This design comes from an exercise in tuning for small area and few clock cycles per item on the open sky130 flow, not from production work.
At most, simulation tests tie the RTL to the original design; equivalence was not proved.
Power figures rest on the tool's default switching activity, not on a simulated workload.

==> flow/design.v <==
module gf16_cols #(
    parameter [16:0] POLY = 17'h1100B
) (
    input  wire [15:0]  s,
    output wire [255:0] nc,    
    output wire [127:0] cp     
);
    reg [255:0] col;
    reg [127:0] colp;
    reg [15:0]  v, w;
    integer j;
    always @* begin
        v = s;
        for (j = 0; j < 16; j = j + 1) begin
            col[16*j +: 16] = v;
            v = {v[14:0], 1'b0} ^ (POLY[15:0] & {16{v[15]}});
        end
        w = col[15:0] ^ col[31:16];
        for (j = 0; j < 16; j = j + 1) begin
            if (j % 2 == 0)
                colp[8*j +: 16] = w;
            w = {w[14:0], 1'b0} ^ (POLY[15:0] & {16{w[15]}});
        end
    end
    assign nc = ~col;
    assign cp = colp;
endmodule
module gf16_bit (
    input  wire [7:0] nd01,    
    input  wire [7:0] nd10,    
    input  wire [7:0] d11,     
    input  wire [7:0] nm0,     
    input  wire [7:0] nm1,     
    input  wire [7:0] m01,     
    input  wire       ea,
    input  wire       d,
    input  wire       eq,
    input  wire       q,
    output wire       o
);
    assign o = ^(~((nd01 | nm0) & (nd10 | nm1)) | (d11 & m01)) ^ ((ea & d) | (eq & q));
endmodule
module gf16_mul (
    input  wire [15:0]  a,
    input  wire         ld,
    input  wire [255:0] nc,
    input  wire [127:0] cp,
    input  wire         ea,
    input  wire [15:0]  d,
    input  wire         eq,
    input  wire [15:0]  q,
    output wire [15:0]  p
);
    wire [7:0] a0 = {a[14], a[12], a[10], a[8], a[6], a[4], a[2], a[0]};
    wire [7:0] a1 = {a[15], a[13], a[11], a[9], a[7], a[5], a[3], a[1]};
    wire [7:0] nd01 = ~({8{ld}} &  a0 & ~a1);
    wire [7:0] nd10 = ~({8{ld}} & ~a0 &  a1);
    wire [7:0] d11  =   {8{ld}} &  a0 &  a1;
    genvar i, k;
    generate
        for (i = 0; i < 16; i = i + 1) begin : ob
            wire [7:0] nm0, nm1, m01;
            for (k = 0; k < 8; k = k + 1) begin : pr
                assign nm0[k] = nc[32*k + i];
                assign nm1[k] = nc[32*k + 16 + i];
                assign m01[k] = cp[16*k + i];
            end
            gf16_bit u_bit (.nd01(nd01), .nd10(nd10), .d11(d11),
                            .nm0(nm0), .nm1(nm1), .m01(m01),
                            .ea(ea), .d(d[i]), .eq(eq), .q(q[i]), .o(p[i]));
        end
    endgenerate
endmodule
module gf16_clmul_chunk #(
    parameter        LANES = 8,
    parameter [16:0] POLY  = 17'h1100B
) (
    input  wire                  clk,
    input  wire                  rst,
    input  wire                  in_valid,
    output wire                  in_ready,
    input  wire [15:0]           in_scalar,
    input  wire                  in_acc,
    input  wire [LANES-1:0]      in_mask,
    input  wire [16*LANES-1:0]   in_src,
    input  wire [16*LANES-1:0]   in_dst,
    output wire                  out_valid,
    input  wire                  out_ready,
    output wire [16*LANES-1:0]   out_data,
    output wire [LANES-1:0]      out_mask
);
    reg                 out_valid_q;
    reg [16*LANES-1:0]  out_data_q;
    reg [LANES-1:0]     out_mask_q;
    assign in_ready = !out_valid_q || out_ready;
    wire [255:0] ncols;
    wire [127:0] colp;
    gf16_cols #(.POLY(POLY)) u_cols (.s(in_scalar), .nc(ncols), .cp(colp));
    wire ld = in_ready;
    wire ea = ld & in_acc;
    wire eq = !ld;
    wire [16*LANES-1:0] lane_res;
    genvar g;
    generate
        for (g = 0; g < LANES; g = g + 1) begin : lane
            gf16_mul u_mul (
                .a  (in_src[16*g +: 16]),
                .ld (ld),
                .nc (ncols),
                .cp (colp),
                .ea (ea),
                .d  (in_dst[16*g +: 16]),
                .eq (eq),
                .q  (out_data_q[16*g +: 16]),
                .p  (lane_res[16*g +: 16])
            );
        end
    endgenerate
    always @(posedge clk) begin
        if (rst) begin
            out_valid_q <= 1'b0;
        end else if (in_valid && in_ready) begin
            out_valid_q <= 1'b1;
        end else if (out_ready) begin
            out_valid_q <= 1'b0;
        end
    end
    always @(posedge clk) begin
        out_data_q <= lane_res;
        if (in_valid && in_ready)
            out_mask_q <= in_mask;
    end
    assign out_valid = out_valid_q;
    assign out_data  = out_data_q;
    assign out_mask  = out_mask_q;
endmodule
==> flow/config.mk <==
export PLATFORM = sky130hd
export DESIGN_NAME = gf16_clmul_chunk
export DESIGN_NICKNAME = gf16_clmul_chunk
export VERILOG_FILES = /design/flow/design.v
export SDC_FILE = /design/flow/constraint.sdc
export NUM_CORES = 4
export LEC_CHECK = 0
export CAP_MARGIN = 20
export CORE_MARGIN = 2
export CORE_UTILIZATION = 40
export SLEW_MARGIN = 20
export SYNTH_HIERARCHICAL = 1
export SYNTH_MINIMUM_KEEP_SIZE = 0
==> flow/constraint.sdc <==
create_clock -name core_clock -period 5.0 [get_ports {clk}]
set_input_delay 1.0000 -clock core_clock [delete_from_list [all_inputs] [get_ports {clk}]]
set_output_delay 1.0000 -clock core_clock [all_outputs]
set_load 0.01 [all_outputs]
standard.sh (not shown) runs the stock make flow with config.mk's settings and CLKGATE_MAP_FILE= SYNTH_SCRIPT=/design/flow/synth_recipe.tcl, a recipe that flattens the netlist after the stock synthesis.
==> flow/flow/run.sh <==
#!/bin/bash
# Own layout flow: the standard layout (standard.sh), with an area-only
# ABC script in synthesis and minimum-size port buffers. Every tool's output
# goes to the logs under orfs/logs and to flow_make.log here.
set -euo pipefail
WORK=$(pwd)
export FLOW_WORK=$WORK
export FLOW_ABC_SCRIPT=$WORK/flow/area.abc
export BUFFER_PORTS_ARGS="-buffer_cell sky130_fd_sc_hd__buf_1"
bash standard.sh SYNTH_SCRIPT=$WORK/flow/synth.tcl finish > $WORK/flow_make.log 2>&1
==> flow/flow/area.abc <==
strash
&get -n
&st
&dch
&nf -R 1000
&put
==> flow/flow/synth.tcl <==
# The standard synthesis (synth_recipe.tcl), with one change: ABC maps
# with an area-only script (flow/area.abc) instead of ORFS's speed script,
# which buffers and upsizes cells for a delay target the design meets anyway,
# and without a222oi_1, whose six in-line input pins the detailed router
# cannot reach when many of them sit close together. Registers are mapped
# before ABC runs, so they are the standard ones.
proc abc {args} {
  set i [lsearch -exact $args -script]
  if { $i >= 0 } {
    set args [lreplace $args $i [expr { $i + 1 }] -script $::env(FLOW_ABC_SCRIPT)]
  }
  yosys abc {*}$args -dont_use sky130_fd_sc_hd__a222oi_1
}
source $::env(FLOW_WORK)/synth_recipe.tcl
The starting point ran to the end with no violations.
Testbench counts at the start, summed over its fixed seeds: cycles 12,253, beats 12,245.
Next try:
--- a/flow/design.v
+++ b/flow/design.v
@@ -3,5 +3,5 @@
 ) (
     input  wire [15:0]  s,
-    output wire [255:0] nc,    
+    output wire [255:0] c,     
     output wire [127:0] cp     
 );
@@ -23,14 +23,14 @@
         end
     end
-    assign nc = ~col;
+    assign c  = col;
     assign cp = colp;
 endmodule
 module gf16_bit (
-    input  wire [7:0] nd01,    
-    input  wire [7:0] nd10,    
-    input  wire [7:0] d11,     
-    input  wire [7:0] nm0,     
-    input  wire [7:0] nm1,     
-    input  wire [7:0] m01,     
+    input  wire [7:0] d01,
+    input  wire [7:0] d10,
+    input  wire [7:0] d11,
+    input  wire [7:0] m0,
+    input  wire [7:0] m1,
+    input  wire [7:0] m01,
     input  wire       ea,
     input  wire       d,
@@ -39,10 +39,10 @@
     output wire       o
 );
-    assign o = ^(~((nd01 | nm0) & (nd10 | nm1)) | (d11 & m01)) ^ ((ea & d) | (eq & q));
+    assign o = ^((d01 & m0) | (d10 & m1) | (d11 & m01)) ^ ((ea & d) | (eq & q));
 endmodule
 module gf16_mul (
     input  wire [15:0]  a,
     input  wire         ld,
-    input  wire [255:0] nc,
+    input  wire [255:0] c,
     input  wire [127:0] cp,
     input  wire         ea,
@@ -54,18 +54,18 @@
     wire [7:0] a0 = {a[14], a[12], a[10], a[8], a[6], a[4], a[2], a[0]};
     wire [7:0] a1 = {a[15], a[13], a[11], a[9], a[7], a[5], a[3], a[1]};
-    wire [7:0] nd01 = ~({8{ld}} &  a0 & ~a1);
-    wire [7:0] nd10 = ~({8{ld}} & ~a0 &  a1);
-    wire [7:0] d11  =   {8{ld}} &  a0 &  a1;
+    wire [7:0] d01 = {8{ld}} &  a0 & ~a1;
+    wire [7:0] d10 = {8{ld}} & ~a0 &  a1;
+    wire [7:0] d11 = {8{ld}} &  a0 &  a1;
     genvar i, k;
     generate
         for (i = 0; i < 16; i = i + 1) begin : ob
-            wire [7:0] nm0, nm1, m01;
+            wire [7:0] m0, m1, m01;
             for (k = 0; k < 8; k = k + 1) begin : pr
-                assign nm0[k] = nc[32*k + i];
-                assign nm1[k] = nc[32*k + 16 + i];
+                assign m0[k]  = c[32*k + i];
+                assign m1[k]  = c[32*k + 16 + i];
                 assign m01[k] = cp[16*k + i];
             end
-            gf16_bit u_bit (.nd01(nd01), .nd10(nd10), .d11(d11),
-                            .nm0(nm0), .nm1(nm1), .m01(m01),
+            gf16_bit u_bit (.d01(d01), .d10(d10), .d11(d11),
+                            .m0(m0), .m1(m1), .m01(m01),
                             .ea(ea), .d(d[i]), .eq(eq), .q(q[i]), .o(p[i]));
         end
@@ -94,7 +94,7 @@
     reg [LANES-1:0]     out_mask_q;
     assign in_ready = !out_valid_q || out_ready;
-    wire [255:0] ncols;
+    wire [255:0] cols;
     wire [127:0] colp;
-    gf16_cols #(.POLY(POLY)) u_cols (.s(in_scalar), .nc(ncols), .cp(colp));
+    gf16_cols #(.POLY(POLY)) u_cols (.s(in_scalar), .c(cols), .cp(colp));
     wire ld = in_ready;
     wire ea = ld & in_acc;
@@ -107,5 +107,5 @@
                 .a  (in_src[16*g +: 16]),
                 .ld (ld),
-                .nc (ncols),
+                .c  (cols),
                 .cp (colp),
                 .ea (ea),
Effect: Cell area went up by roughly a tenth. Worst hold slack stays flat. Routed wire length rises by roughly a tenth. Setup slack loses 0.055 ns. Total power grows by a few percent. Critical path depth is higher by 1. Global-route usage rises by 0.98 points. Clock skew decreases by 0.012 ns. Sequential cell count stays the same. Die area came out higher by roughly a tenth. Synthesized cell count grows by a few percent.
No functional check of the RTL was part of the second run of this note.

-- afterwards: timing with drivers on the ports --
In the flow no input, the clock included, has a driving cell. The finished layouts below were timed again as built, in two steps. Step 1 sets driving cells, clkbuf_16 on the clock port and buf_2 on the other inputs (assumed; they add their load-dependent delay and slew). Step 2 times the ports against the registers' clock, not the clock port: input delays grow and output delays shrink by t, the midpoint of the rising clock arrivals with the driver on. a / b / c = ideal / step 1 / step 2; a / b = the first two.
run | t, ns | slack for setup (ns) | worst hold slack (ns) | latest minus earliest clock arrival (ns) | pins driven straight from the clock port
the first run | 0.564 | 0.227 / 0.252 / -0.312 | 0.565 / 0.565 / 0.565 | 0.048 / 0.049 | 1
the second run | 0.544 | 0.172 / 0.213 / -0.331 | 0.565 / 0.565 / 0.565 | 0.032 / 0.032 | 1
Met with ideal ports but missed after step 2: setup timing in the first run and the second run. The setup slack of the first run, which loses most, moves by +0.025 ns with the drivers and by -0.539 ns with both steps.
